Background: an optimization exercise with open tools, aiming at small area, a short achievable clock period and few clock cycles. Do not read the settings as production practice.
RTL that was checked went through simulation tests only; none was proved equivalent to the original.
Only the layout flow was run in runs 2, 3, 5 and 6; the RTL was not checked for function there.
Power and IR drop assume default switching activity.

==> flow/config.mk <==
export PLATFORM = sky130hd
export DESIGN_NAME = pyfpga_codec
export DESIGN_NICKNAME = pyfpga_codec
export VERILOG_FILES = /design/flow/design.v
export SDC_FILE = /design/flow/constraint.sdc
export NUM_CORES = 4
export LEC_CHECK = 0
export CAP_MARGIN = 20
export CORE_MARGIN = 2
export CORE_UTILIZATION = 40
export PLACE_DENSITY = 0.6
export SLEW_MARGIN = 20
==> flow/constraint.sdc <==
create_clock -name core_clock -period 4.5 [get_ports {clk}]
set_input_delay 0.9000 -clock core_clock [delete_from_list [all_inputs] [get_ports {clk}]]
set_output_delay 0.9000 -clock core_clock [all_outputs]
set_load 0.01 [all_outputs]
==> flow/design.v <==
module pyfpga_codec (
    input  wire        clk,
    input  wire        rst,           
    input  wire        cmd_valid,
    input  wire [49:0] cmd_word,      
    output wire        cmd_ready,
    output wire        rsp_valid,
    output wire [2:0]  rsp_status,
    output wire [31:0] rsp_data,
    output wire        tx_valid,
    output wire [7:0]  tx_data,
    output wire        link_poll,
    input  wire [7:0]  link_avail,
    output wire        rx_pop,
    input  wire [7:0]  rx_byte
);
    localparam [3:0] POLL_BUDGET = 4'd10;
    localparam [1:0] OP_READ  = 2'b01;
    localparam [1:0] OP_WRITE = 2'b10;
    localparam [1:0] OP_WV    = 2'b11;
    localparam [2:0] ST_OK      = 3'd0;
    localparam [2:0] ST_SEQ     = 3'd2;
    localparam [2:0] ST_TIMEOUT = 3'd3;
    localparam [2:0] ST_VERIFY  = 3'd4;
    localparam [2:0] S_IDLE  = 3'd0;   
    localparam [2:0] S_LOAD  = 3'd1;   
    localparam [2:0] S_TX    = 3'd2;   
    localparam [2:0] S_SENT  = 3'd3;   
    localparam [2:0] S_POLL  = 3'd4;   
    localparam [2:0] S_RX    = 3'd5;   
    localparam [2:0] S_CHECK = 3'd6;   
    function [55:0] pack;
        input [15:0] a;
        input        w;
        input [31:0] d;
        begin
            pack = {1'b0, w,    a[15:10],
                    1'b1,       a[9:3],
                    1'b0,       a[2:0], d[31:28],
                    1'b1,       d[27:21],
                    1'b0,       d[20:14],
                    1'b1,       d[13:7],
                    1'b0,       d[6:0]};
        end
    endfunction
    reg  [2:0]  state;
    reg         busy;
    reg         vphase;        
    reg  [1:0]  op;
    reg  [15:0] addr;
    reg  [31:0] wdata;
    reg  [31:0] rdata;
    reg  [2:0]  status;
    reg         rsp_valid_r;
    reg  [55:0] tx_frame;
    reg  [2:0]  tx_idx;
    reg  [3:0]  poll_count;
    reg  [2:0]  rx_idx;
    reg         rx_prev;
    reg         rx_err;
    reg  [31:0] rx_acc;
    wire        cmd_op_ok   = cmd_word[49:48] != 2'b00;
    wire        accept      = cmd_valid && !busy && cmd_op_ok;
    wire        tx_is_write = (op != OP_READ) && !vphase;
    wire        avail_ok    = link_avail >= 8'd7;
    reg  [7:0]  tx_byte;
    always @(*) begin
        case (tx_idx)
            3'd0:    tx_byte = tx_frame[55:48];
            3'd1:    tx_byte = tx_frame[47:40];
            3'd2:    tx_byte = tx_frame[39:32];
            3'd3:    tx_byte = tx_frame[31:24];
            3'd4:    tx_byte = tx_frame[23:16];
            3'd5:    tx_byte = tx_frame[15:8];
            default: tx_byte = tx_frame[7:0];
        endcase
    end
    always @(posedge clk) begin
        if (rst) begin
            state       <= S_IDLE;
            busy        <= 1'b0;
            vphase      <= 1'b0;
            status      <= ST_OK;
            rsp_valid_r <= 1'b0;
            tx_idx      <= 3'd7;
            poll_count  <= 4'd0;
            rx_idx      <= 3'd0;
            rx_prev     <= 1'b1;
            rx_err      <= 1'b0;
        end else begin
            rsp_valid_r <= 1'b0;
            case (state)
                S_IDLE: begin
                    if (accept) begin
                        op     <= cmd_word[49:48];
                        addr   <= cmd_word[47:32];
                        wdata  <= cmd_word[31:0];
                        busy   <= 1'b1;
                        vphase <= 1'b0;
                        state  <= S_LOAD;
                    end
                end
                S_LOAD: begin
                    tx_frame <= pack(addr, tx_is_write, tx_is_write ? wdata : 32'h0);
                    tx_idx   <= 3'd0;
                    state    <= S_TX;
                end
                S_TX: begin
                    tx_idx <= tx_idx + 3'd1;
                    if (tx_idx == 3'd6)
                        state <= S_SENT;
                end
                S_SENT: begin
                    poll_count <= 4'd0;
                    state      <= S_POLL;
                end
                S_POLL: begin
                    poll_count <= poll_count + 4'd1;
                    if (avail_ok) begin
                        rx_idx  <= 3'd0;
                        rx_prev <= 1'b1;
                        rx_err  <= 1'b0;
                        state   <= S_RX;
                    end else if (poll_count + 4'd1 == POLL_BUDGET) begin
                        status      <= ST_TIMEOUT;
                        busy        <= 1'b0;
                        rsp_valid_r <= 1'b1;
                        state       <= S_IDLE;
                    end
                end
                S_RX: begin
                    if (rx_byte[7] == rx_prev)
                        rx_err <= 1'b1;
                    rx_prev <= rx_byte[7];
                    case (rx_idx)
                        3'd2: rx_acc[31:28] <= rx_byte[3:0];
                        3'd3: rx_acc[27:21] <= rx_byte[6:0];
                        3'd4: rx_acc[20:14] <= rx_byte[6:0];
                        3'd5: rx_acc[13:7]  <= rx_byte[6:0];
                        3'd6: rx_acc[6:0]   <= rx_byte[6:0];
                        default: ;
                    endcase
                    rx_idx <= rx_idx + 3'd1;
                    if (rx_idx == 3'd6)
                        state <= S_CHECK;
                end
                S_CHECK: begin
                    if (rx_err) begin
                        status      <= ST_SEQ;
                        busy        <= 1'b0;
                        rsp_valid_r <= 1'b1;
                        state       <= S_IDLE;
                    end else begin
                        rdata <= rx_acc;
                        if (op == OP_WV && !vphase) begin
                            vphase <= 1'b1;
                            state  <= S_LOAD;
                        end else begin
                            status      <= (op == OP_WV && rx_acc != wdata) ? ST_VERIFY : ST_OK;
                            busy        <= 1'b0;
                            rsp_valid_r <= 1'b1;
                            state       <= S_IDLE;
                        end
                    end
                end
                default: state <= S_IDLE;
            endcase
        end
    end
    assign cmd_ready  = !busy;
    assign rsp_valid  = rsp_valid_r;
    assign rsp_status = status;
    assign rsp_data   = rdata;
    assign tx_valid   = (state == S_TX);
    assign tx_data    = tx_byte;
    assign link_poll  = (state == S_POLL);
    assign rx_pop     = (state == S_RX);
endmodule
==> flow/run.sh <==
#!/bin/bash
# synth_recipe.tcl (not shown) runs the flow's synth.tcl, then flattens the netlist and writes it again
# the make line also repeats each setting of config.mk as NAME=value (left out here)
make -C /OpenROAD-flow-scripts/flow DESIGN_CONFIG=/design/flow/config.mk WORK_HOME=/design/flow/orfs CLKGATE_MAP_FILE= SYNTH_SCRIPT=/design/flow/synth_recipe.tcl finish
==> qor.yml, run 1 <==
setup_path:
  endpoint_kind: "output port"
  path_max_fanout: 12
  r2r_cells: 5
  crit_arrival_ns: 3.18
  cp_slowest_cell: "dfxtp_1"
  setup.worst_path.start_class: "register"
  path_cells: "clkinv_1 > ha_1 > nor4_2 > buf_4 > a221o_1 > clkdlybuf4s50_1"
  crit_type: "register to output port"
  cp.required_ns: 3.60
  max_stage_delay_ns: 0.60
clocking:
  clkSinkCount: 184
  cts_tree: "yes"
  cts_buffers: 17
  insertion_delay_ns: 0.43
  cts-htree-levels: 4
  clockBufferDepth: 2
  hold_buffers: 0
  cts-root-buf: "clkbuf_16"
  post_cts_buffers: 0
  cts_resized: 0
  path_clk_slew_ns: 0.06
die:
  rows: 48
  core_um2: 17200
  fp.dieH_um: 137
  die_area_um2: 18700
  io_pins: 117
  fp.dieW_um: 137
  initial_core_util_pct: 40.9
synthesis:
  synth_ff_type: "edfxtp_1"
  synth_compound_area_share_pct: 7.05
  synthArstFlopShare_pct: 0
  synth_xor_xnor_area_share_pct: 4.23
  synthAdderAreaFrac_pct: 2.13
  syn-cell-area_um2: 7040
  synth_cell_type_count: 46
  syn_nets: 524
  synth-simple-area-share_pct: 8.76
  yosysSeqAreaShare_pct: 75.5
  synth_seq_cells: 184
  syn_area_per_cell_um2: 15.9
  muxShareOfSynthArea_pct: 0.817
  synth_edf_count: 163
  yosysWarnings: 1
  synth_cells: 443
  synth_top_family_by_area: "simple AND/OR/NAND/NOR gates"
global_routing:
  overflow: 0
  grt_pass1_wl_um: 23900
  grt_pass1_vias: 4086
  grt_usage_pct: 17.7
  grt_max_degree: 50
  antenna_found_initial: 0
final_layout:
  antenna_cells: 0
  area_delta_synth_final_pct: 29.5
  drive_above_1_share_pct: 9.26
  multi_input_area_um2: 1640
  n_fill_cell: 1414
  ff_latch_area_um2: 5320
  fin_nets: 651
detailed_routing:
  wl_per_cell_um: 19.7
  dr.pass1.iters: 5
  drc: 0
  drt-initial-drc-count: 411
  vias: 4195
  drt-total-wl_um: 15900
  vias_per_cell: 5.19
  postRouteAntennaNets: 0
timing:
  setup_ws_ns: 0.417
  clock_skew_ns: 0.0122
  setup_viol: 0
  max_clock_freq_ghz: 0.245
  fin_crit_sh_pct: 90.7
  fin_crit_ns: 4.08
  rsz0062_at_grt: "false"
  relSlewSlack_pct: 43.3
  final_max_slew_viol_count: 0
  setup_tns_ns: 0
  tightest_slew_ns: 0.847
  hold_viol_final: 0
power:
  ir_drop_mv: 0.281
  p_leak_uw: 0.00307
  power_density_nw_per_um2: 421
run_status:
  status: "no timing/DRC/antenna violations"
job:
  drv_cap: 0
placed_design:
  place_hpwl_um: 11300
  routabilityCongestion: 0.835
  io_buffer_count: 116
  dpl_worst_slack_ns: 0.893
hold_path:
  hold_class: "register to register"
  hold_path_depth: 0
-- logic make-up after synthesis --
logic type,Yosys count
buffers and inverters,29
flip-flops,184
multiplexers,5
AND/OR/NAND/NOR,112
adder cells (fa/ha/maj),12
AO/OA/AOI/OAI,67
XOR/XNOR,34
-- worst max-delay path: cells and delay by family (launching register included) --
| kind | cells | cell delay [ns] |
|---|---|---|
| AND/OR/NAND/NOR | 1 | 0.42 |
| adder cells (fa/ha/maj) | 1 | 0.42 |
| buffers and inverters | 3 | 1.15 |
| AO/OA/AOI/OAI | 1 | 0.16 |
| flip-flops | 1 | 0.60 |
-- synthesized netlist by cell type (all sizes together), types with 4 or more instances --
cell      n  share of area, %
a21oi    22               1.6
a221o     7              0.99
a221oi    5              0.62
a222oi    6              0.85
a31oi     4              0.57
and2     35               3.1
and3      5              0.52
clkbuf   13              0.69
dfxtp    21               6.0
edfxtp  163                69
ha       12               2.1
inv      13              0.69
nand2    17              0.91
nand3     5              0.36
nor2     24               1.5
nor3      5              0.36
nor4      9              0.89
o21ai     6              0.43
xor2     33               4.1
-- metal layers --
layer,routed length (um),global-route usage [%]
met1,7210,24.6
met2,7600,27.6
met3,979,4.19
met4,156,5.67
met5,0,0
-- where the power goes --
group	total [uW]	internal [uW]	switching, uW
combinational	342	178	165
clock	1540	890	647
sequential	1960	1910	43.2
-- area by class of cell --
type	instances	share of cell area (%)
tap	225	3.09
sequential	184	58.3
timing repair buffer	123	13.3
clock buffer	18	4.71
multi-input combinational	230	18.0
inverter	14	0.576
clock inverter	14	2.03
-- flip-flops by register name, indices dropped and copies added, names as in the netlist --
register / flops
status: 3
poll_count: 4
rx_idx: 3
rx_err: 1
wdata: 32
addr: 16
tx_frame: 49
state: 3
rx_prev: 1
op: 2
busy: 1
tx_idx: 3
rsp_valid_r: 1
rx_acc: 32
vphase: 1
rdata: 32
-- layout by cell type, fill, tap and decap left out, types with 3 or more instances in the layout --
cell type / count
nor3_1: 3
a222oi_1: 6
a221oi_1: 5
buf_4: 7
clkdlybuf4s50_1: 116
nor2_1: 21
a221o_1: 7
and3_1: 4
o211ai_1: 3
nand2_1: 17
dfxtp_1: 21
ha_1: 12
mux2_2: 3
nor4_1: 8
a32oi_1: 3
o21ai_0: 6
and2_1: 35
nand3_1: 5
xor2_1: 33
edfxtp_1: 163
a21oi_1: 21
nand2b_1: 3
nor2_4: 3
clkbuf_16: 17
inv_1: 11
o22ai_1: 3
a22oi_1: 3
bufinv_16: 3
inv_6: 5
a31oi_1: 3
-- path summary, 6_finish.rpt --
path,start,end,slack (ns)
setup / recovery,tx_idx[2]$_SDFFE_PP1P_,tx_data[2],0.42
hold / removal,addr[7]$_DFFE_PP_,tx_frame[44]$_DFFE_PP_,0.42
setup reg to reg,state[1]$_SDFFE_PP0P_,addr[5]$_DFFE_PP_,2.12
hold reg to reg,addr[7]$_DFFE_PP_,tx_frame[44]$_DFFE_PP_,0.42
-- stage by stage --
step	utilization, %	hold WS [ns]	total power (uW)	cells	cell area [um^2]
finish	52.9	0.420	3840	808	9120
global route	52.9	0.422	3970	808	9120
CTS	52.9	0.422	3870	808	9120
detailed placement	49.3	0.405	2330	776	8510
global placement	49.3	0.412	2330	776	8510
floorplan	-	0.400	2150	443	7050
Testbench counts, summed over its fixed seeds: cycles 80,537.
==> inputs of run 2 (changes only) <==
==> flow/design.v (replaced) <==
module pyfpga_codec (
    input  wire        clk,
    input  wire        rst,           
    input  wire        cmd_valid,
    input  wire [49:0] cmd_word,      
    output wire        cmd_ready,
    output wire        rsp_valid,
    output wire [2:0]  rsp_status,
    output wire [31:0] rsp_data,
    output wire        tx_valid,
    output wire [7:0]  tx_data,
    output wire        link_poll,
    input  wire [7:0]  link_avail,
    output wire        rx_pop,
    input  wire [7:0]  rx_byte
);
    localparam [3:0] POLL_LAST = 4'd9;    
    reg         ready;        
    reg         txv;          
    reg         poll;         
    reg         pop;          
    reg         rspv;         
    reg  [3:0]  cnt;          
    reg         vphase;       
    reg  [1:0]  op;
    reg  [12:0] ahi;          
    reg  [34:0] pl;           
    reg  [7:0]  txq;
    reg         err;          
    reg         mism;         
    reg  [2:0]  status;
    wire        op_ok    = cmd_word[49] | cmd_word[48];
    wire        accept   = cmd_valid & ready & op_ok;
    wire        is_wv    = op[1] & op[0];
    wire        zd       = ~op[1] | vphase;       
    wire        avail_ok = (|link_avail[7:3]) | (&link_avail[2:0]);
    wire        last     = (cnt[2:0] == 3'd6);
    wire [2:0]  nidx = txv ? (cnt[2:0] + 3'd1) : 3'd0;
    reg  [6:0]  nbyte;
    always @(*) begin
        case (nidx)
            3'd0:    nbyte = {1'b0, ahi[12:7]};
            3'd1:    nbyte = ahi[6:0];
            3'd2:    nbyte = zd ? {pl[34:32], 4'b0000} : pl[34:28];
            default: nbyte = zd ? 7'd0 : pl[34:28];
        endcase
    end
    wire [2:0]  sidx   = txv ? nidx : cnt[2:0];
    wire        pl_mv  = (txv | pop) & (sidx >= 3'd2) & (sidx <= 3'd6);
    wire        pl_in  = pop & zd;                 
    wire [6:0]  pl_low = pl_in ? rx_byte[6:0] : pl[34:28];
    wire [6:0]  wmask  = (cnt[2:0] == 3'd2) ? 7'b0001111 : 7'b1111111;
    wire        cmp    = vphase & (cnt[2:0] >= 3'd2);
    wire        err_n  = err | (rx_byte[7] ^ cnt[0]);
    wire        mism_n = mism | (cmp & (|((rx_byte[6:0] ^ pl[34:28]) & wmask)));
    wire        rx_end   = pop & last;
    wire        rb_start = rx_end & is_wv & ~vphase & ~err_n;
    wire        timeout  = poll & ~avail_ok & (cnt == POLL_LAST);
    wire        finish   = timeout | (rx_end & ~rb_start);
    always @(posedge clk) begin
        if (rst) begin
            ready <= 1'b1;
            txv   <= 1'b0;
            poll  <= 1'b0;
            pop   <= 1'b0;
            rspv  <= 1'b0;
        end else begin
            ready <= ready ? ~accept : finish;
            txv   <= accept | (txv & ~last) | rb_start;
            poll  <= (txv & last) | (poll & ~avail_ok & ~(cnt == POLL_LAST));
            pop   <= (poll & avail_ok) | (pop & ~last);
            rspv  <= finish;
        end
    end
    always @(posedge clk) begin
        if (ready | ((txv | pop) & last) | (poll & avail_ok))
            cnt <= 4'd0;
        else
            cnt <= cnt + 4'd1;
        if (ready)
            vphase <= 1'b0;
        else if (rb_start)
            vphase <= 1'b1;
        if (ready) begin
            op  <= cmd_word[49:48];
            ahi <= cmd_word[47:35];
            pl  <= cmd_word[34:0];
            txq <= {1'b0, cmd_word[49], cmd_word[47:42]};
        end else begin
            if (pl_mv)
                pl <= {pl[27:0], pl_low};
            txq <= {nidx[0], nbyte};
        end
        if (poll) begin
            err    <= 1'b0;
            mism   <= 1'b0;
            status <= 3'd3;
        end else if (pop) begin
            err    <= err_n;
            mism   <= mism_n;
            status <= {~err_n & mism_n, err_n, 1'b0};
        end
    end
    assign cmd_ready  = ready;
    assign rsp_valid  = rspv;
    assign rsp_status = status;
    assign rsp_data   = pl[31:0];
    assign tx_valid   = txv;
    assign tx_data    = txq;
    assign link_poll  = poll;
    assign rx_pop     = pop;
endmodule
==> qor.yml, run 2 <==
clocking:
  path_clk_slew_ns: 0.07  # about the same
  cts_tree: "yes"
  cts_buffers: 9  # -8
  insertion_delay_ns: 0.34  # -0.09 ns
  clockBufferDepth: 2  # unchanged
  clkSinkCount: 73  # -60%
  cts-htree-levels: 3  # -1
  cts-root-buf: "clkbuf_8"
  post_cts_buffers: 0  # unchanged
  cts_resized: 0  # unchanged
  hold_buffers: 0  # unchanged
detailed_routing:
  postRouteAntennaNets: 0  # unchanged
  vias: 2364  # -44%
  met3WireLength_um: 610  # -38%
  drt-total-wl_um: 7480  # -53%
  drt-initial-drc-count: 63  # -85%
  dr.pass1.iters: 4  # -1
  drc: 0  # unchanged
  vias_per_cell: 4.94  # -4.9%
  wl_met1_um: 3300  # -54%
  highest_layer: "met4"
  wl_met2_um: 3440  # -55%
  wl_per_cell_um: 15.6  # -21%
global_routing:
  antenna_found_initial: 0  # unchanged
  overflow: 0  # unchanged
  grt_usage_pct: 16.4  # -1.3 points
  grt_max_degree: 69  # +38%
  grt_pass1_vias: 2483  # -39%
  grt_pass1_wl_um: 12200  # -49%
synthesis:
  synthArstFlopShare_pct: 0  # unchanged
  syn_area_per_cell_um2: 12.4  # -22%
  synth_ff_type: "edfxtp_1"
  yosysWarnings: 1  # unchanged
  yosysMostFrequentCell: "edfxtp_1"
  synth_cell_type_count: 39  # -15%
  syn_nets: 353  # -33%
  syn-cell-area_um2: 3470  # -51%
  ys_top_cells_by_count: "edfxtp_1, buf_4, mux2_2, dfxtp_1"
  yosysSeqAreaShare_pct: 56.5  # -19 points
  ys_top_cells_by_area: "edfxtp_1, dfxtp_1, mux2_2"
  synth_cells: 280  # -37%
  synth_edf_count: 50  # -69%
  yosys.area.top_type: "edfxtp_1"
  netlist.area_leader.share_pct: 43.2  # -26 points
  synth_seq_cells: 73  # -60%
timing:
  final_max_slew_viol_count: 0  # unchanged
  max_clock_freq_ghz: 0.407  # +66%
  tightest_slew_ns: 0.775  # -0.0726 ns
  fin_crit_sh_pct: 54.6  # -36 points
  setup_tns_ns: 0  # unchanged
  rsz0062_at_grt: "false"
  relSlewSlack_pct: 48.4  # +5.0 points
  fin_crit_ns: 2.46  # -1.63 ns
  hold_ws_ns: 0.457  # +0.0360 ns
  hold_viol_final: 0  # unchanged
  clock_skew_ns: 0.0107  # -0.00146 ns
  setup_viol: 0  # unchanged
setup_path:
  setup.worst_path.start_class: "register"
  cp_num_cells: 1  # -5
  path_cells: "clkdlybuf4s50_1"
  r2r_cells: 5  # unchanged
  path_max_fanout: 12  # unchanged
  endpoint_kind: "output port"
  cp.required_ns: 3.60  # about the same
  max_stage_delay_ns: 0.63  # +0.03 ns
  cp_slowest_cell: "clkdlybuf4s50_1"
  crit_type: "register to output port"
  crit_arrival_ns: 1.56  # -1.62 ns
  crit_family: "buffers and inverters"
  crit_buf_inv: 1  # -2
die:
  rows: 34  # -29%
  die_area_um2: 9450  # -49%
  io_pins: 117  # unchanged
  initial_core_util_pct: 40.6  # -0.23 points
  core_um2: 8550  # -50%
  fp.dieW_um: 97.2  # -29%
  fp.dieH_um: 97.2  # -29%
placed_design:
  dp.cells: 463  # -40%
  io_buffer_count: 116  # unchanged
  place_hpwl_um: 5390  # -53%
  dpl_cell_area_um2: 4500  # -47%
  routabilityCongestion: 0.797  # -4.6%
final_layout:
  antenna_cells: 0  # unchanged
  layout_commonest_cell: "clkdlybuf4s50_1"
  drive_above_1_share_pct: 15.1  # +5.8 points
  fin_nets: 439  # -33%
  multi_input_area_um2: 1210  # -27%
  top_register: "pl"
  fin_cells: 479  # -41%
  area_delta_synth_final_pct: 34.4
  stdcell_area_um2: 4670  # -49%
  n_fill_cell: 787  # -44%
  reg_top3: "pl x35, ahi x13, txq x8"
  final_cell_mix: "clkdlybuf4s50_1, edfxtp_1, mux2_2"
  ff_latch_area_um2: 1960  # -63%
  largest_register_ff_count: 35  # -29%
power:
  swShare_pct: 26.5  # +4.2 points
  p_leak_uw: 0.00175  # -43%
  clkPwrFrac_pct: 25.8  # -14 points
  p_sw_uw: 451  # -47%
  seqPwrFrac_pct: 51.3  # +0.3 points
  combPwrFrac_pct: 22.9  # +14 points
  internal_power_uw: 1250  # -58%
  power_density_nw_per_um2: 365  # -13%
  ir_drop_mv: 0.168  # -40%
  power_uw: 1700  # -56%
run_status:
  status: "no timing/DRC/antenna violations"
hold_path:
  hold_class: "register to register"
  hold_path_depth: 1  # +1
job:
  drv_cap: 0  # unchanged
## run 2: worst paths after layout
kind	startpoint	to	slack, ns
worst max-delay path	txv$_SDFF_PP0_	tx_valid	2.04
worst min-delay path	status[0]$_SDFFE_PP1P_	status[0]$_SDFFE_PP1P_	0.46
worst max register to register	cnt[1]$_SDFF_PP0_	pl[5]$_DFFE_PP_	2.22
worst min register to register	status[0]$_SDFFE_PP1P_	status[0]$_SDFFE_PP1P_	0.46
## run 2: metrics by stage
stage,utilization (%),setup slack (ns)
after detailed placement,52.7,1.74
after global routing,54.6,1.95
after global placement,52.7,1.76
after floorplan,-,1.22
final,54.6,2.04
after CTS,54.6,2.02
## run 2: cell type report
class                           count  area share [%]
Clock inverter                      6           0.777
Sequential cell                    73            42.1
Tap cell                          108            2.89
Inverter                            6           0.482
Timing Repair Buffer              118            25.2
Clock buffer                       10            2.73
Multi-Input combinational cell    158            25.9
## run 2: kinds of logic after synthesis
| logic type | share of synthesized area, % |
|---|---|
| flops | 56.5 |
| simple gates | 7.67 |
| buf+inv | 8.79 |
| mux | 15.3 |
| compound gates | 7.60 |
| xor+xnor | 2.77 |
| fa+ha+maj | 1.44 |
## run 2: metal layers
layer / vias to the layer above / global-route usage, %
li1: 1162 / -
met1: 1118 / 20.4
met2: 75 / 24.9
met3: 9 / 7.34
met4: 0 / 6.93
met5: - / 0
## run 2: power by group through the flow
stage               registers [uW]  logic [uW]  clock network [uW]
finish                         874         390                 440
global route                   886         422                 483
CTS                            876         397                 455
detailed placement             889         394                   0
global placement               890         392                   0
floorplan                      880         235                   0
==> inputs of run 3 (changes only) <==
--- a/flow/config.mk
+++ b/flow/config.mk
@@ -9,4 +9,5 @@
 export CORE_MARGIN = 2
 export CORE_UTILIZATION = 40
 export PLACE_DENSITY = 0.6
+export SETUP_SLACK_MARGIN = 2.9
 export SLEW_MARGIN = 20
==> qor.yml, run 3 <==
die:
  core_um2: 8550  # unchanged
  fp.dieH_um: 97.2  # unchanged
  io_pins: 117  # unchanged
  rows: 34  # unchanged
  fp.dieW_um: 97.2  # unchanged
  initial_core_util_pct: 40.6  # unchanged
  die_area_um2: 9450  # unchanged
clocking:
  cts_buffers: 9  # unchanged
  cts-root-buf: "clkbuf_8"
  insertion_delay_ns: 0.35  # about the same
  clkSinkCount: 73  # unchanged
  cts_tree: "yes"
  path_clk_slew_ns: 0.08  # about the same
  cts-htree-levels: 3  # unchanged
  hold_buffers: 0  # unchanged
  clockBufferDepth: 2  # unchanged
power:
  ir_drop_mv: 0.188  # +12%
  internal_power_uw: 1250  # +0.22%
  p_sw_uw: 476  # +5.6%
  combPwrFrac_pct: 24.3  # +1.4 points
  clkPwrFrac_pct: 25.3  # -0.5 points
  power_density_nw_per_um2: 352  # -3.6%
  seqPwrFrac_pct: 50.4  # -0.9 points
  swShare_pct: 27.5  # +1.0 points
  p_leak_uw: 0.00198  # +13%
setup_path:
  cp.required_ns: 4.77  # +1.17 ns
  cp_slowest_cell: "or4_1"
  path_cells: "buf_6 > or4_1 > a311o_1 > buf_4 > o22a_4 > nor2_1"
  r2r_cells: 6  # +1
  crit_arrival_ns: 2.28  # +0.72 ns
  path_max_fanout: 3  # -9
  endpoint_kind: "register"
  crit_type: "input port to register"
  max_stage_delay_ns: 0.50  # -0.13 ns
  setup.worst_path.start_class: "input port"
synthesis:
  synth_cells: 280  # unchanged
  netlist.area_leader.share_pct: 43.2  # unchanged
  synth_ff_type: "edfxtp_1"
  yosys.area.top_type: "edfxtp_1"
  yosysSeqAreaShare_pct: 56.5  # unchanged
  syn_nets: 353  # unchanged
  synth_seq_cells: 73  # unchanged
  yosysMostFrequentCell: "edfxtp_1"
  syn-cell-area_um2: 3470  # unchanged
  synth_cell_type_count: 39  # unchanged
  synthArstFlopShare_pct: 0  # unchanged
  ys_top_cells_by_count: "edfxtp_1, buf_4, mux2_2, dfxtp_1"
  ys_top_cells_by_area: "edfxtp_1, dfxtp_1, mux2_2"
  syn_area_per_cell_um2: 12.4  # unchanged
  synth_edf_count: 50  # unchanged
  yosysWarnings: 1  # unchanged
final_layout:
  reg_top3: "pl x35, ahi x13, txq x8"
  area_delta_synth_final_pct: 41.7
  fin_nets: 468  # +6.6%
  top_register: "pl"
  largest_register_ff_count: 35  # unchanged
  final_cell_mix: "clkdlybuf4s50_1, edfxtp_1, buf_2"
  drive_above_1_share_pct: 43.3  # +28 points
  fin_cells: 508  # +6.1%
  layout_commonest_cell: "clkdlybuf4s50_1"
  antenna_cells: 0  # unchanged
timing:
  tightest_slew_ns: 0.507  # -0.268 ns
  rsz0062_at_grt: "true"
  setup_tns_ns: 0  # unchanged
  final_max_slew_viol_count: 0  # unchanged
  clock_skew_ns: 0.00827  # -0.00245 ns
  hold_viol_final: 0  # unchanged
  setup_ws_ns: 2.50  # +0.452 ns
  max_clock_freq_ghz: 0.499  # +23%
  relSlewSlack_pct: 66.1  # +18 points
  setup_viol: 0  # unchanged
  fin_crit_sh_pct: 44.5  # -10 points
  fin_crit_ns: 2.00  # -0.452 ns
  hold_ws_ns: 0.464  # +0.00719 ns
global_routing:
  grt_pass1_wl_um: 12800  # +5.4%
  grt_max_degree: 40  # -42%
  grt_pass1_vias: 2554  # +2.9%
  antenna_found_initial: 0  # unchanged
  grt_usage_pct: 17.5  # +1.1 points
  overflow: 0  # unchanged
placed_design:
  dpl_worst_slack_ns: 1.82  # +0.0840 ns
  routabilityCongestion: 0.785  # -1.4%
  io_buffer_count: 116  # unchanged
  place_hpwl_um: 5580  # +3.7%
  dp.cells: 464  # +0.22%
detailed_routing:
  drt-total-wl_um: 8400  # +12%
  wl_met2_um: 4010  # +17%
  met3WireLength_um: 602  # -1.3%
  postRouteAntennaNets: 0  # unchanged
  drt-initial-drc-count: 44  # -30%
  wl_per_cell_um: 16.5  # +5.9%
  drc: 0  # unchanged
  dr.pass1.iters: 4  # unchanged
  vias_per_cell: 4.98  # +0.95%
  highest_layer: "met4"
  vias: 2531  # +7.1%
  wl_met1_um: 3560  # +7.7%
hold_path:
  hold_path_depth: 1  # unchanged
  hold_class: "register to register"
run_status:
  status: "no timing/DRC/antenna violations"
job:
  drv_cap: 0  # unchanged
[run 3: repair_timing]
item / CTS / global route
hold endpoints to repair: 0 / 0
endpoints found under the setup margin: 116 / 101
resized for setup: 230 / 49
setup buffers: 21 / 6
pin swaps: 10 / 16
cloned: 0 / 1
[run 3: final timing paths]
check                                       startpoint                     end  slack, ns
worst min-delay path            status[0]$_SDFFE_PP1P_  status[0]$_SDFFE_PP1P_       0.46
worst min register to register  status[0]$_SDFFE_PP1P_  status[0]$_SDFFE_PP1P_       0.46
worst max register to register        ready$_SDFF_PP1_         pl[8]$_DFFE_PP_       2.72
worst max-delay path                     link_avail[7]         rspv$_SDFF_PP0_       2.50
[run 3: logic make-up after synthesis]
family	Yosys count	synth area share (%)
flip-flops	73	56.5
AND/OR/NAND/NOR	55	7.67
buffers and inverters	49	8.79
multiplexers	49	15.3
AO/OA/AOI/OAI	39	7.60
XOR/XNOR	11	2.77
adder cells (fa/ha/maj)	4	1.44
[run 3: per-stage QoR]
stage                     instance area [um^2]  power (uW)  utilization (%)
final                                     4920        1730             57.6
after global routing                      4920        1820             57.6
after CTS                                 4750        1720             55.6
after detailed placement                  4580        1290             53.5
after global placement                    4580        1290             53.5
after floorplan                           3550        1130                -
[run 3: layout make-up]
type | count | area [um^2]
Multi-Input combinational cell | 158 | 1360
Timing Repair Buffer | 147 | 1250
Tap cell | 108 | 135
Clock inverter | 4 | 21.3
Inverter | 6 | 25.0
Fill cell | 741 | 3630
Clock buffer | 12 | 135
Sequential cell | 73 | 2000
[run 3: per-layer routing]
metal,GRT usage [%],vias up
met3,6.04,16
met5,0,-
met2,27.7,79
met1,21.4,1222
li1,-,1214
met4,8.67,0
[run 3: worst max-delay path: cells and delay by family]
| kind | cells | cell delay [ns] |
|---|---|---|
| compound gates | 2 | 0.51 |
| buf+inv | 2 | 0.25 |
| simple gates | 2 | 0.61 |
[run 3: power by group through the flow]
stage               clock, uW  combinational [uW]  sequential [uW]
CTS                       453                 397              868
floorplan                   0                 244              882
global route              484                 453              884
finish                    438                 421              872
global placement            0                 390              902
detailed placement          0                 392              901
==> inputs of run 4 (changes only) <==
--- a/flow/design.v
+++ b/flow/design.v
@@ -23,36 +23,51 @@
     reg  [3:0]  cnt;          
     reg         vphase;       
     reg  [1:0]  op;
-    reg  [12:0] ahi;          
-    reg  [34:0] pl;           
+    reg  [47:0] cmd;          
     reg  [7:0]  txq;
     reg         err;          
     reg         mism;         
     reg  [2:0]  status;
+    reg  [31:0] racc;
     wire        op_ok    = cmd_word[49] | cmd_word[48];
     wire        accept   = cmd_valid & ready & op_ok;
     wire        is_wv    = op[1] & op[0];
     wire        zd       = ~op[1] | vphase;       
     wire        avail_ok = (|link_avail[7:3]) | (&link_avail[2:0]);
     wire        last     = (cnt[2:0] == 3'd6);
+    wire [6:0]  b0 = {1'b0, cmd[47:42]};
+    wire [6:0]  b1 = cmd[41:35];
+    wire [6:0]  b2 = cmd[34:28];
+    wire [6:0]  b3 = cmd[27:21];
+    wire [6:0]  b4 = cmd[20:14];
+    wire [6:0]  b5 = cmd[13:7];
+    wire [6:0]  b6 = cmd[6:0];
     wire [2:0]  nidx = txv ? (cnt[2:0] + 3'd1) : 3'd0;
     reg  [6:0]  nbyte;
     always @(*) begin
         case (nidx)
-            3'd0:    nbyte = {1'b0, ahi[12:7]};
-            3'd1:    nbyte = ahi[6:0];
-            3'd2:    nbyte = zd ? {pl[34:32], 4'b0000} : pl[34:28];
-            default: nbyte = zd ? 7'd0 : pl[34:28];
+            3'd0:    nbyte = b0;
+            3'd1:    nbyte = b1;
+            3'd2:    nbyte = zd ? {b2[6:4], 4'b0000} : b2;
+            3'd3:    nbyte = zd ? 7'd0 : b3;
+            3'd4:    nbyte = zd ? 7'd0 : b4;
+            3'd5:    nbyte = zd ? 7'd0 : b5;
+            default: nbyte = zd ? 7'd0 : b6;
         endcase
     end
-    wire [2:0]  sidx   = txv ? nidx : cnt[2:0];
-    wire        pl_mv  = (txv | pop) & (sidx >= 3'd2) & (sidx <= 3'd6);
-    wire        pl_in  = pop & zd;                 
-    wire [6:0]  pl_low = pl_in ? rx_byte[6:0] : pl[34:28];
-    wire [6:0]  wmask  = (cnt[2:0] == 3'd2) ? 7'b0001111 : 7'b1111111;
-    wire        cmp    = vphase & (cnt[2:0] >= 3'd2);
+    reg  [6:0]  wexp, wmask;
+    always @(*) begin
+        case (cnt[2:0])
+            3'd2:    begin wexp = b2; wmask = 7'b0001111; end
+            3'd3:    begin wexp = b3; wmask = 7'b1111111; end
+            3'd4:    begin wexp = b4; wmask = 7'b1111111; end
+            3'd5:    begin wexp = b5; wmask = 7'b1111111; end
+            3'd6:    begin wexp = b6; wmask = 7'b1111111; end
+            default: begin wexp = b6; wmask = 7'b0000000; end
+        endcase
+    end
     wire        err_n  = err | (rx_byte[7] ^ cnt[0]);
-    wire        mism_n = mism | (cmp & (|((rx_byte[6:0] ^ pl[34:28]) & wmask)));
+    wire        mism_n = mism | (|((rx_byte[6:0] ^ wexp) & wmask));
     wire        rx_end   = pop & last;
     wire        rb_start = rx_end & is_wv & ~vphase & ~err_n;
     wire        timeout  = poll & ~avail_ok & (cnt == POLL_LAST);
@@ -83,12 +98,9 @@
             vphase <= 1'b1;
         if (ready) begin
             op  <= cmd_word[49:48];
-            ahi <= cmd_word[47:35];
-            pl  <= cmd_word[34:0];
+            cmd <= cmd_word[47:0];
             txq <= {1'b0, cmd_word[49], cmd_word[47:42]};
         end else begin
-            if (pl_mv)
-                pl <= {pl[27:0], pl_low};
             txq <= {nidx[0], nbyte};
         end
         if (poll) begin
@@ -98,13 +110,15 @@
         end else if (pop) begin
             err    <= err_n;
             mism   <= mism_n;
-            status <= {~err_n & mism_n, err_n, 1'b0};
+            status <= {vphase & ~err_n & mism_n, err_n, 1'b0};
         end
+        if (pop)
+            racc <= {racc[24:0], rx_byte[6:0]};
     end
     assign cmd_ready  = ready;
     assign rsp_valid  = rspv;
     assign rsp_status = status;
-    assign rsp_data   = pl[31:0];
+    assign rsp_data   = racc;
     assign tx_valid   = txv;
     assign tx_data    = txq;
     assign link_poll  = poll;
--- a/flow/config.mk
+++ b/flow/config.mk
@@ -9,5 +9,4 @@
 export CORE_MARGIN = 2
 export CORE_UTILIZATION = 40
 export PLACE_DENSITY = 0.6
-export SETUP_SLACK_MARGIN = 2.9
 export SLEW_MARGIN = 20
==> qor.yml, run 4 <==
final_layout:
  area_delta_synth_final_pct: 33.8
  reg_top3: "cmd x48, racc x32, txq x8"
  multi_input_area_um2: 1230  # -9.8%
  n_fill_cell: 914  # +23%
  fin_cells: 579  # +14%
  fin_nets: 513  # +9.6%
  largest_register_ff_count: 48  # +37%
  final_cell_mix: "clkdlybuf4s50_1, edfxtp_1, nand2_1"
  layout_commonest_cell: "clkdlybuf4s50_1"
  top_register: "cmd"
  drive_above_1_share_pct: 5.64  # -38 points
  antenna_cells: 0  # unchanged
  ff_latch_area_um2: 2930  # +46%
detailed_routing:
  vias: 3011  # +19%
  drc: 0  # unchanged
  dr.pass1.iters: 4  # unchanged
  vias_per_cell: 5.20  # +4.4%
  drt-total-wl_um: 9580  # +14%
  postRouteAntennaNets: 0  # unchanged
  drt-initial-drc-count: 131  # +200%
  wl_per_cell_um: 16.5  # +0.12%
setup_path:
  crit_path_start: "pop$_SDFF_PP0_"
  path_cells: "clkdlybuf4s50_1"
  path_max_fanout: 40  # +37
  crit_arrival_ns: 1.95  # -0.33 ns
  cp_slowest_cell: "dfxtp_2"
  rrSetupSlack_ns: 1.79  # -0.93 ns
  endpoint_kind: "output port"
  rr_startpoint: "cnt[2]$_SDFF_PP0_"
  cp.required_ns: 3.60  # -1.17 ns
  max_stage_delay_ns: 0.91  # +0.41 ns
  crit_buf_inv: 1  # -1
  setup.worst_path.start_class: "register"
  crit_family: "flip-flops"
  crit_type: "register to output port"
timing:
  setup_viol: 0  # unchanged
  clock_skew_ns: 0.0131  # +0.00483 ns
  fin_crit_sh_pct: 63.4  # +19 points
  tightest_slew_ns: 0.868  # +0.361 ns
  hold_viol_final: 0  # unchanged
  max_clock_freq_ghz: 0.351  # -30%
  setup_tns_ns: 0  # unchanged
  fin_crit_ns: 2.85  # +0.847 ns
  final_max_slew_viol_count: 0  # unchanged
  rsz0062_at_grt: "false"
  relSlewSlack_pct: 42.1  # -24 points
clocking:
  cts_tree: "yes"
  cts-htree-levels: 3  # unchanged
  insertion_delay_ns: 0.36  # about the same
  cts_buffers: 9  # unchanged
  post_cts_buffers: 0  # -100%
  path_clk_slew_ns: 0.09  # about the same
  cts_resized: 0  # -100%
  hold_buffers: 0  # unchanged
  clkSinkCount: 105  # +44%
  clockBufferDepth: 2  # unchanged
  cts-root-buf: "clkbuf_8"
hold_path:
  hold_class: "register to register"
  hp-start: "racc[3]$_DFFE_PP_"
die:
  fp.dieH_um: 107  # +11%
  initial_core_util_pct: 41.3  # +0.62 points
  die_area_um2: 11500  # +22%
  io_pins: 117  # unchanged
  core_um2: 10400  # +21%
  fp.dieW_um: 107  # +11%
  rows: 37  # +8.8%
global_routing:
  grt_pass1_wl_um: 15100  # +18%
  grt_max_degree: 66  # +65%
  antenna_found_initial: 0  # unchanged
  overflow: 0  # unchanged
  grt_pass1_vias: 2955  # +16%
  grt_usage_pct: 17.0  # -0.55 points
power:
  ir_drop_mv: 0.179  # -4.8%
  power_density_nw_per_um2: 327  # -7.0%
  p_leak_uw: 0.00199  # +0.19%
synthesis:
  yosysSeqAreaShare_pct: 68.3  # +12 points
  synthArstFlopShare_pct: 0  # unchanged
  yosysWarnings: 1  # unchanged
  synth_seq_cells: 105  # +44%
  syn_nets: 401  # +14%
  syn-cell-area_um2: 4280  # +23%
  synth_cells: 326  # +16%
  ys_top_cells_by_area: "edfxtp_1, dfxtp_1, nand2_1"
  synth_ff_type: "edfxtp_1"
  ys_top_cells_by_count: "edfxtp_1, nand2_1, dfxtp_1, nand3_1, nor2_1"
  synth_cell_type_count: 48  # +23%
  yosysMostFrequentCell: "edfxtp_1"
  synth_edf_count: 82  # +64%
  netlist.area_leader.share_pct: 57.6  # +14 points
  yosys.area.top_type: "edfxtp_1"
  syn_area_per_cell_um2: 13.1  # +5.7%
placed_design:
  dp.cells: 563  # +21%
  place_hpwl_um: 7080  # +27%
  io_buffer_count: 116  # unchanged
  routabilityCongestion: 0.841  # +7.1%
job:
  drv_cap: 0  # unchanged
run_status:
  status: "no timing/DRC/antenna violations"
[run 4: changes by cell type after synthesis, sizes merged, moves of 5 or more]
cell / delta
a21oi: +5
edfxtp: +32
buf: -26
xnor2: -8
inv: +9
o22ai: +5
mux2: -27
nand2: +15
mux2i: -7
a31oi: +5
nand3: +13
[run 4: where the power goes]
part           internal, uW  total, uW  switching [uW]
clock                   206        518             312
combinational           120        217            97.3
sequential             1100       1140            33.8
total                  1430       1870             443
[run 4: stage by stage]
step | utilization (%) | power (uW) | setup WS, ns | hold WS, ns | cell area, um^2
after floorplan | - | 1250 | 2.07 | 0.438 | 4280
after global placement | 53.6 | 1370 | 1.55 | 0.431 | 5550
after detailed placement | 53.6 | 1380 | 1.50 | 0.436 | 5550
after CTS | 55.2 | 1890 | 1.59 | 0.443 | 5720
after global routing | 55.2 | 1950 | 1.51 | 0.466 | 5720
final | 55.2 | 1870 | 1.65 | 0.447 | 5720
[run 4: logic make-up after synthesis]
| family | after synthesis | synth area share (%) |
|---|---|---|
| compound gates | 67 | 11.3 |
| xor+xnor | 6 | 1.23 |
| fa+ha+maj | 6 | 1.75 |
| buf+inv | 32 | 3.01 |
| flops | 105 | 68.3 |
| mux | 15 | 3.66 |
| simple gates | 95 | 10.7 |
[run 4: layout make-up]
cell class	instances	share of cell area, %
Inverter	15	0.984
Multi-Input combinational cell	189	21.4
Timing Repair Buffer	118	20.5
Clock inverter	5	0.678
Sequential cell	105	51.1
Tap cell	136	2.97
Clock buffer	11	2.30
[run 4: final timing paths]
path | endpoint | cells past startpoint
worst max register to register | status[2]$_SDFFE_PP0P_ | 8
worst max-delay path | rx_pop | 1
worst min register to register | racc[10]$_DFFE_PP_ | 0
worst min-delay path | racc[10]$_DFFE_PP_ | 0
[run 4: layer usage]
layer / share of wire (%) / global-route usage [%]
met5: 0 / 0
met4: 0.68 / 5.59
met3: 5.4 / 3.57
met2: 47 / 27.4
met1: 46 / 22.9
Testbench counts of run 4, summed over its fixed seeds: cycles 68,159.
==> inputs of run 5 (changes only) <==
==> flow/design.v (replaced) <==
module pyfpga_codec (
    input  wire        clk,
    input  wire        rst,           
    input  wire        cmd_valid,
    input  wire [49:0] cmd_word,      
    output wire        cmd_ready,
    output wire        rsp_valid,
    output wire [2:0]  rsp_status,
    output wire [31:0] rsp_data,
    output wire        tx_valid,
    output wire [7:0]  tx_data,
    output wire        link_poll,
    input  wire [7:0]  link_avail,
    output wire        rx_pop,
    input  wire [7:0]  rx_byte
);
    reg         ready;        
    reg         txv;          
    reg         poll;         
    reg         pop;          
    reg         rspv;         
    reg  [3:0]  cnt;          
    reg         vphase;       
    reg         plst;         
    reg         rxl;          
    reg         cml, cmh;     
    reg  [1:0]  op;
    reg  [12:0] ahi;          
    reg  [34:0] pl;           
    reg  [7:0]  txq;
    reg  [2:0]  st;
    wire        op_ok    = cmd_word[49] | cmd_word[48];
    wire        accept   = cmd_valid & ready & op_ok;
    wire        wvw      = op[1] & op[0] & ~vphase;   
    wire        zd       = ~op[1] | vphase;           
    wire        avail_ok = (|link_avail[7:3]) | (&link_avail[2:0]);
    wire        last     = (cnt[2:0] == 3'd6);
    wire [2:0]  nidx = txv ? (cnt[2:0] + 3'd1) : 3'd0;
    reg  [6:0]  nbyte;
    always @(*) begin
        case (nidx)
            3'd0:    nbyte = {1'b0, ahi[12:7]};
            3'd1:    nbyte = ahi[6:0];
            3'd2:    nbyte = zd ? {pl[34:32], 4'b0000} : pl[34:28];
            default: nbyte = zd ? 7'd0 : pl[34:28];
        endcase
    end
    wire [2:0]  sidx   = txv ? nidx : cnt[2:0];
    wire        pl_mv  = (txv | pop) & (sidx >= 3'd2) & (sidx <= 3'd6);
    wire        pl_in  = pop & zd;                 
    wire [6:0]  pl_low = pl_in ? rx_byte[6:0] : pl[34:28];
    wire        bad    = rx_byte[7] ^ cnt[0];      
    wire        err_n  = st[1] | bad;
    wire [6:0]  dx     = rx_byte[6:0] ^ pl[34:28];
    wire        diff   = (cmh & (|dx[6:4])) | (cml & (|dx[3:0]));
    wire        rb_ok    = rxl & wvw & ~st[1] & ~rx_byte[7];    
    wire        finish   = (plst & ~avail_ok) | (rxl & ~rb_ok);
    always @(posedge clk) begin
        if (rst) begin
            ready <= 1'b1;
            txv   <= 1'b0;
            poll  <= 1'b0;
            pop   <= 1'b0;
            rspv  <= 1'b0;
            plst  <= 1'b0;
            rxl   <= 1'b0;
        end else begin
            ready <= ready ? ~accept : finish;
            txv   <= accept | (txv & ~last) | rb_ok;
            poll  <= (txv & last) | (poll & ~plst & ~avail_ok);
            pop   <= (poll & avail_ok) | (pop & ~last);
            rspv  <= finish;
            plst  <= poll & (cnt == 4'd8);
            rxl   <= pop & (cnt[2:0] == 3'd5);
        end
    end
    always @(posedge clk) begin
        if (ready | ((txv | pop) & last) | (poll & avail_ok))
            cnt <= 4'd0;
        else
            cnt <= cnt + 4'd1;
        cml  <= vphase & pop & (cnt[2:0] >= 3'd1) & (cnt[2:0] <= 3'd5);
        cmh  <= vphase & pop & (cnt[2:0] >= 3'd2) & (cnt[2:0] <= 3'd5);
        if (ready)
            vphase <= 1'b0;
        else if (rb_ok)
            vphase <= 1'b1;
        if (ready) begin
            op  <= cmd_word[49:48];
            ahi <= cmd_word[47:35];
            pl  <= cmd_word[34:0];
            txq <= {1'b0, cmd_word[49], cmd_word[47:42]};
        end else begin
            if (pl_mv)
                pl <= {pl[27:0], pl_low};
            txq <= {nidx[0], nbyte};
        end
        if (poll) begin
            st <= {1'b0, ~avail_ok, ~avail_ok};
        end else if (pop) begin
            st <= {(st[2] | diff) & ~err_n, err_n, 1'b0};
        end
    end
    assign cmd_ready  = ready;
    assign rsp_valid  = rspv;
    assign rsp_status = st;
    assign rsp_data   = pl[31:0];
    assign tx_valid   = txv;
    assign tx_data    = txq;
    assign link_poll  = poll;
    assign rx_pop     = pop;
endmodule
--- a/flow/config.mk
+++ b/flow/config.mk
@@ -9,4 +9,5 @@
 export CORE_MARGIN = 2
 export CORE_UTILIZATION = 40
 export PLACE_DENSITY = 0.6
+export SETUP_SLACK_MARGIN = 2.9
 export SLEW_MARGIN = 20
==> qor.yml, run 5 <==
final_layout:
  top_register: "pl"
  n_fill_cell: 739  # -19%
  fin_cells: 526  # -9.2%
  area_delta_synth_final_pct: 46.5
  fin_nets: 486  # -5.3%
  final_cell_mix: "clkdlybuf4s50_1, edfxtp_1, buf_2"
  reg_top3: "pl x35, ahi x13, txq x8"
  multi_input_area_um2: 1390  # +14%
  ff_latch_area_um2: 2050  # -30%
  layout_commonest_cell: "clkdlybuf4s50_1"
  stdcell_area_um2: 5120  # -11%
  drive_above_1_share_pct: 40.8  # +35 points
  largest_register_ff_count: 35  # -27%
  fin_util_pct: 59.6  # +4.4 points
setup_path:
  r2r_cells: 6  # -2
  worstReg2RegEnd: "pl[5]$_DFFE_PP_"
  rr_startpoint: "cnt[0]$_SDFF_PP0_"
  crit_type: "input port to register"
  setup.worst_path.start_class: "input port"
  cp_slowest_cell: "or4_1"
  path_max_fanout: 4  # -90%
  cp.required_ns: 4.77  # +1.17 ns
  rrSetupSlack_ns: 2.77  # +0.98 ns
  max_stage_delay_ns: 0.50  # -0.41 ns
  crit_arrival_ns: 2.28  # +0.33 ns
  endpoint_kind: "register"
  path_cells: "buf_6 > or4_1 > a311o_1 > or3_1 > a21oi_1"
detailed_routing:
  drt-initial-drc-count: 132  # +0.76%
  vias_per_cell: 5.11  # -1.7%
  drc: 0  # unchanged
  drt-total-wl_um: 9060  # -5.4%
  wl_per_cell_um: 17.2  # +4.1%
  dr.pass1.iters: 4  # unchanged
  postRouteAntennaNets: 0  # unchanged
  vias: 2689  # -11%
global_routing:
  grt_pass1_wl_um: 14100  # -6.8%
  antenna_found_initial: 0  # unchanged
  grt_pass1_vias: 2640  # -11%
  grt_max_degree: 91  # +38%
  overflow: 0  # unchanged
  grt_usage_pct: 19.2  # +2.3 points
placed_design:
  io_buffer_count: 116  # unchanged
  dpl_cell_area_um2: 4570  # -18%
  place_hpwl_um: 5450  # -23%
  dp.cells: 463  # -18%
  routabilityCongestion: 0.777  # -7.6%
die:
  core_um2: 8590  # -17%
  io_pins: 117  # unchanged
  fp.dieW_um: 97.5  # -9.3%
  fp.dieH_um: 97.5  # -9.3%
  die_area_um2: 9500  # -18%
  rows: 34  # -8.1%
  initial_core_util_pct: 40.7  # -0.59 points
synthesis:
  syn-cell-area_um2: 3490  # -18%
  netlist.area_leader.share_pct: 44.7  # -13 points
  ys_top_cells_by_count: "edfxtp_1, buf_4, mux2_2, dfxtp_1, nand2_1"
  yosysSeqAreaShare_pct: 57.9  # -10 points
  ys_top_cells_by_area: "edfxtp_1, dfxtp_1, mux2_2"
  yosys.area.top_type: "edfxtp_1"
  synth_cells: 283  # -13%
  yosysWarnings: 1  # unchanged
  synth_seq_cells: 75  # -29%
  yosysMostFrequentCell: "edfxtp_1"
  synth_ff_type: "edfxtp_1"
  synth_edf_count: 52  # -37%
  synthArstFlopShare_pct: 0  # unchanged
  syn_area_per_cell_um2: 12.3  # -5.9%
  synth_cell_type_count: 37  # -23%
  syn_nets: 357  # -11%
clocking:
  hold_buffers: 0  # unchanged
  path_clk_slew_ns: 0.08  # about the same
  cts-htree-levels: 3  # unchanged
  clkSinkCount: 75  # -29%
  cts_tree: "yes"
  clockBufferDepth: 2  # unchanged
  cts-root-buf: "clkbuf_8"
  cts_buffers: 9  # unchanged
  insertion_delay_ns: 0.35  # about the same
timing:
  relSlewSlack_pct: 61.2  # +19 points
  fin_crit_ns: 2.02  # -0.835 ns
  fin_crit_sh_pct: 44.8  # -19 points
  final_max_slew_viol_count: 0  # unchanged
  setup_tns_ns: 0  # unchanged
  tightest_slew_ns: 0.581  # -0.287 ns
  rsz0062_at_grt: "true"
  setup_viol: 0  # unchanged
  clock_skew_ns: 0.0107  # -0.00242 ns
  hold_ws_ns: 0.475  # +0.0281 ns
  hold_viol_final: 0  # unchanged
  max_clock_freq_ghz: 0.496  # +41%
hold_path:
  hold_class: "register to register"
  hold_path_depth: 2  # +2
  hp-start: "vphase$_SDFFE_PP0P_"
  min_to: "vphase$_SDFFE_PP0P_"
power:
  power_density_nw_per_um2: 365  # +12%
  p_leak_uw: 0.00204  # +2.7%
  ir_drop_mv: 0.139  # -22%
run_status:
  status: "no timing/DRC/antenna violations"
job:
  drv_cap: 0  # unchanged
run 5: report_power, final:
group          switching, uW  internal (uW)  total (uW)
sequential              39.9            837         877
combinational            188            232         420
clock                    251            320         571
run 5: area by class of cell:
class | count | share of cell area, %
multi-input cells | 162 | 27.2
clock inverters | 3 | 0.831
repair buffers | 156 | 25.0
well taps | 108 | 2.64
flip-flops and latches | 75 | 40.1
clock buffers | 13 | 3.52
inverters | 8 | 0.636
diodes | 1 | 0.0489
run 5: worst max path at each step:
| stage | startpoint | slack [ns] | to |
|---|---|---|---|
| after floorplan | link_avail[3] | 2.26 | poll$_SDFF_PP0_ |
| after global placement | link_avail[3] | 1.81 | poll$_SDFF_PP0_ |
| after detailed placement | link_avail[3] | 1.78 | poll$_SDFF_PP0_ |
| after CTS | link_avail[7] | 2.40 | poll$_SDFF_PP0_ |
| after global routing | link_avail[5] | 2.46 | cnt[2]$_SDFF_PP0_ |
| final | link_avail[5] | 2.48 | poll$_SDFF_PP0_ |
run 5: kinds of logic (layout without fill, tap and decap cells):
kind of cell	count (synthesis)	count (layout)	share of synthesized area [%]
DFF	75	75	57.9
and+or+nand+nor	69	69	9.88
buffers and inverters	53	180	9.13
muxes	42	42	13.0
AOI/OAI and AO/OA	28	35	5.55
xor gates and xnor gates	11	11	2.76
adders and majority gates	5	5	1.79
other	0	1	0
run 5: stage by stage:
stage / setup WS [ns] / total power [uW]
floorplan: 2.26 / 1120
global placement: 1.81 / 1280
finish: 2.48 / 1870
detailed placement: 1.78 / 1280
CTS: 2.40 / 1860
global route: 2.46 / 1950
run 5: repair_timing:
item | in CTS | in global routing
gates resized for setup | 247 | 16
cloned | 7 | 0
endpoints found under the setup margin | 131 | 102
buffers inserted | 28 | 11
pin swaps | 22 | 16
run 5: layer usage:
metal	vias to the layer above	GRT usage [%]	wire length (um)
met4	0	7.05	156
met3	16	3.88	518
li1	1269	-	-
met1	1310	25.6	3980
met2	94	31.1	4400
met5	-	0	0
run 5: worst max-delay path: cells and delay by family:
family	cells	cell delay (ns)
compound gates	2	0.47
buf+inv	1	0.09
simple gates	2	0.82
==> inputs of run 6 (changes only) <==
--- a/flow/design.v
+++ b/flow/design.v
@@ -33,7 +33,11 @@
     wire        accept   = cmd_valid & ready & op_ok;
     wire        wvw      = op[1] & op[0] & ~vphase;   
     wire        zd       = ~op[1] | vphase;           
-    wire        avail_ok = (|link_avail[7:3]) | (&link_avail[2:0]);
+    wire        av_hi0, av_mid0, av_lo0, avail_ok;
+    pyfpga_codec_nor3  u_av_hi  (.a(link_avail[7]), .b(link_avail[6]), .c(link_avail[5]), .y(av_hi0));
+    pyfpga_codec_nor2  u_av_mid (.a(link_avail[4]), .b(link_avail[3]), .y(av_mid0));
+    pyfpga_codec_nand3 u_av_lo  (.a(link_avail[2]), .b(link_avail[1]), .c(link_avail[0]), .y(av_lo0));
+    pyfpga_codec_nand3 u_av     (.a(av_hi0), .b(av_mid0), .c(av_lo0), .y(avail_ok));
     wire        last     = (cnt[2:0] == 3'd6);
     wire [2:0]  nidx = txv ? (cnt[2:0] + 3'd1) : 3'd0;
     reg  [6:0]  nbyte;
@@ -110,3 +114,12 @@
     assign link_poll  = poll;
     assign rx_pop     = pop;
 endmodule
+module pyfpga_codec_nor2 (input wire a, input wire b, output wire y);
+    assign y = ~(a | b);
+endmodule
+module pyfpga_codec_nor3 (input wire a, input wire b, input wire c, output wire y);
+    assign y = ~(a | b | c);
+endmodule
+module pyfpga_codec_nand3 (input wire a, input wire b, input wire c, output wire y);
+    assign y = ~(a & b & c);
+endmodule
--- a/flow/config.mk
+++ b/flow/config.mk
@@ -11,3 +11,5 @@
 export PLACE_DENSITY = 0.6
 export SETUP_SLACK_MARGIN = 2.9
 export SLEW_MARGIN = 20
+export SYNTH_HIERARCHICAL = 1
+export SYNTH_MINIMUM_KEEP_SIZE = 0
==> qor.yml, run 6 <==
global_routing:
  overflow: 0  # unchanged
  antenna_found_initial: 0  # unchanged
  grt_max_degree: 88  # -3.3%
  grt_usage_pct: 18.1  # -1.1 points
  grt_pass1_vias: 2585  # -2.1%
  grt_pass1_wl_um: 13400  # -4.6%
synthesis:
  synth_edf_count: 52  # unchanged
  yosys.area.top_type: "edfxtp_1"
  ys_top_cells_by_area: "edfxtp_1, dfxtp_1, mux2_2"
  synthAdderAreaFrac_pct: 1.79  # -0.0019 points
  synth_cell_type_count: 43  # +16%
  yosysWarnings: 7  # +6
  syn-cell-area_um2: 3500  # +0.11%
  synth_compound_area_share_pct: 6.15  # +0.60 points
  yosysSeqAreaShare_pct: 57.8  # -0.062 points
  syn_area_per_cell_um2: 12.7  # +3.0%
  syn_nets: 349  # -2.2%
  synth_ff_type: "edfxtp_1"
  synth_top_family_by_area: "multiplexers"
  synthArstFlopShare_pct: 0  # unchanged
  synth_seq_cells: 75  # unchanged
  muxShareOfSynthArea_pct: 13.0  # -0.014 points
  yosysMostFrequentCell: "edfxtp_1"
  synth-simple-area-share_pct: 8.94  # -0.94 points
  ys_top_cells_by_count: "edfxtp_1, buf_4, mux2_2, dfxtp_1, nor2_1"
  synth_cells: 275  # -2.8%
  netlist.area_leader.share_pct: 44.6  # -0.048 points
  synth_xor_xnor_area_share_pct: 2.97  # +0.21 points
setup_path:
  crit_type: "register to register"
  path_max_fanout: 7  # +3
  cp.required_ns: 4.60  # -0.17 ns
  crit_arrival_ns: 1.97  # -0.31 ns
  setup.worst_path.start_class: "register"
  endpoint_kind: "register"
timing:
  setup_tns_ns: 0  # unchanged
  tightest_slew_ns: 0.622  # +0.0410 ns
  final_max_slew_viol_count: 0  # unchanged
  max_clock_freq_ghz: 0.533  # +7.5%
  setup_viol: 0  # unchanged
  hold_viol_final: 0  # unchanged
  relSlewSlack_pct: 58.5  # -2.7 points
  clock_skew_ns: 0.0123  # +0.00167 ns
  rsz0062_at_grt: "true"
  fin_crit_sh_pct: 41.7  # -3.1 points
  fin_crit_ns: 1.87  # -0.141 ns
die:
  fp.dieW_um: 97.5  # about the same
  rows: 34  # unchanged
  fp.dieH_um: 97.5  # about the same
  die_area_um2: 9510  # +0.10%
  initial_core_util_pct: 40.7  # +0.044 points
  io_pins: 117  # unchanged
  core_um2: 8590  # unchanged
hold_path:
  hold_class: "register to register"
final_layout:
  stdcell_area_um2: 5080  # -0.83%
  largest_register_ff_count: 35  # unchanged
  antenna_cells: 0  # -1
  drive_above_1_share_pct: 42.0  # +1.2 points
  ff_latch_area_um2: 2050  # about the same
  reg_top3: "pl x35, ahi x13, txq x8"
  area_delta_synth_final_pct: 45.1
  final_cell_mix: "edfxtp_1, clkdlybuf4s50_1, buf_2"
  top_register: "pl"
  fin_nets: 469  # -3.5%
  multi_input_area_um2: 1390  # about the same
  n_fill_cell: 732  # -0.95%
detailed_routing:
  drt-initial-drc-count: 106  # -20%
  dr.pass1.iters: 4  # unchanged
  vias_per_cell: 5.06  # -0.92%
  wl_per_cell_um: 17.1  # -0.67%
  drt-total-wl_um: 8690  # -4.1%
  postRouteAntennaNets: 0  # unchanged
  drc: 0  # unchanged
  vias: 2573  # -4.3%
clocking:
  insertion_delay_ns: 0.35  # about the same
  cts_buffers: 9  # unchanged
  cts_tree: "yes"
  cts-htree-levels: 3  # unchanged
  hold_buffers: 0  # unchanged
  clkSinkCount: 75  # unchanged
  clockBufferDepth: 2  # unchanged
  cts-root-buf: "clkbuf_8"
  path_clk_slew_ns: 0.08  # about the same
power:
  ir_drop_mv: 0.174  # +25%
  p_leak_uw: 0.00200  # -2.1%
  power_density_nw_per_um2: 364  # -0.27%
placed_design:
  dpl_cell_area_um2: 4550  # -0.41%
  io_buffer_count: 116  # unchanged
  place_hpwl_um: 5270  # -3.3%
  routabilityCongestion: 0.785  # +1.1%
run_status:
  status: "no timing/DRC/antenna violations"
job:
  drv_cap: 0  # unchanged
## run 6: cell type report
| type | count | share of cell area (%) |
|---|---|---|
| Clock buffer | 11 | 3.01 |
| Inverter | 6 | 0.542 |
| Timing Repair Buffer | 147 | 24.7 |
| Sequential cell | 75 | 40.4 |
| Multi-Input combinational cell | 156 | 27.4 |
| Clock inverter | 5 | 1.18 |
| Tap cell | 108 | 2.66 |
## run 6: repair_timing
item	CTS	global route
pin swaps	19	22
endpoints found under the setup margin	137	104
cloned	6	1
buffers inserted	20	9
resized for setup	247	30
## run 6: metal layers
metal / global-route usage, % / wire length, um / up-vias
met5: 0 / 0 / -
met4: 6.62 / 45 / 0
met3: 4.53 / 525 / 4
met2: 28.0 / 4270 / 83
li1: - / - / 1229
met1: 24.6 / 3850 / 1257
## run 6: power breakdown
part	switching [uW]	internal, uW
registers	39.1	837
clock network	259	291
logic	190	231
## run 6: modules after synthesis, one instance, submodules excluded
module              cells  cell area, um^2  copies in the design
pyfpga_codec          271             3470                     1
pyfpga_codec_nor3       1             10.0                     1
pyfpga_codec_nand3      1             5.00                     2
pyfpga_codec_nor2       1             3.75                     1
## run 6: worst max-delay path, cell delays in order, from the launching register on
cell and delay (ns):
dfxtp_4 0.39, inv_4 0.05, buf_12 0.12, ha_4 0.20
or3_4 0.45, a211o_4 0.42
## run 6: final timing paths
check                     from              end  slack (ns)  depth (start not counted)
min reg2reg  cnt[3]$_SDFF_PP0_  plst$_SDFF_PP0_        0.49                          2
max reg2reg  cnt[0]$_SDFF_PP0_  pl[4]$_DFFE_PP_        2.63                          5
min          cnt[3]$_SDFF_PP0_  plst$_SDFF_PP0_        0.49                          2
max          cnt[0]$_SDFF_PP0_  pl[4]$_DFFE_PP_        2.63                          5
## run 6: kinds of logic (layout without fill, tap and decap cells)
logic type / count (synthesis) / count (layout)
fa+ha+maj: 5 / 5
compound gates: 30 / 36
flops: 75 / 75
mux: 42 / 42
simple gates: 62 / 62
buf+inv: 50 / 169
xor+xnor: 11 / 11
## run 6: metrics by stage
step	hold WS [ns]	cells	util, %	worst slack (ns)	power (uW)
after floorplan	0.439	275	-	2.66	1120
after global placement	0.474	456	52.9	2.34	1280
after detailed placement	0.471	456	52.9	2.25	1280
after CTS	0.490	498	57.3	2.64	1830
after global routing	0.521	508	59.1	2.60	1940
final	0.492	508	59.1	2.63	1850

==> port drivers added, routing unchanged <==
Ports are ideal in the flow. The routed layouts listed here were re-timed in OpenROAD. Step 1 (the two cells are an assumption about what drives the block):
set clk [get_ports {clk}]
set_driving_cell -lib_cell sky130_fd_sc_hd__clkbuf_16 $clk
set_driving_cell -lib_cell sky130_fd_sc_hd__buf_2 [delete_from_list [all_inputs] $clk]
Step 2, shift: input delay + t, output delay - t, t = (earliest + latest rising clock arrival at the registers) / 2. This alone moves slack from input paths to output paths. Slacks: no drivers / after step 1 / after step 2; pairs: no drivers / after step 1.
run	t (ns)	setup WS [ns]	worst setup path after step 2	worst data-port slew with drivers (ns)	pins driven straight from the clock port
run 1	0.460	0.417 / 0.378 / 0.838	register to output	0.05	1
run 2	0.366	2.044 / 2.013 / 1.735	input to register	0.05	1
run 3	0.373	2.497 / 2.494 / 2.120	input to register	0.05	1
run 4	0.387	1.649 / 1.614 / 1.488	input to register	0.04	1
run 5	0.376	2.484 / 2.482 / 2.106	input to register	0.06	1
run 6	0.378	2.625 / 2.625 / 2.574	input to register	0.05	1
After both steps setup and hold are still met in every run listed. The setup slack of run 5, which loses most, moves by -0.002 ns with the drivers and by -0.378 ns with both steps.
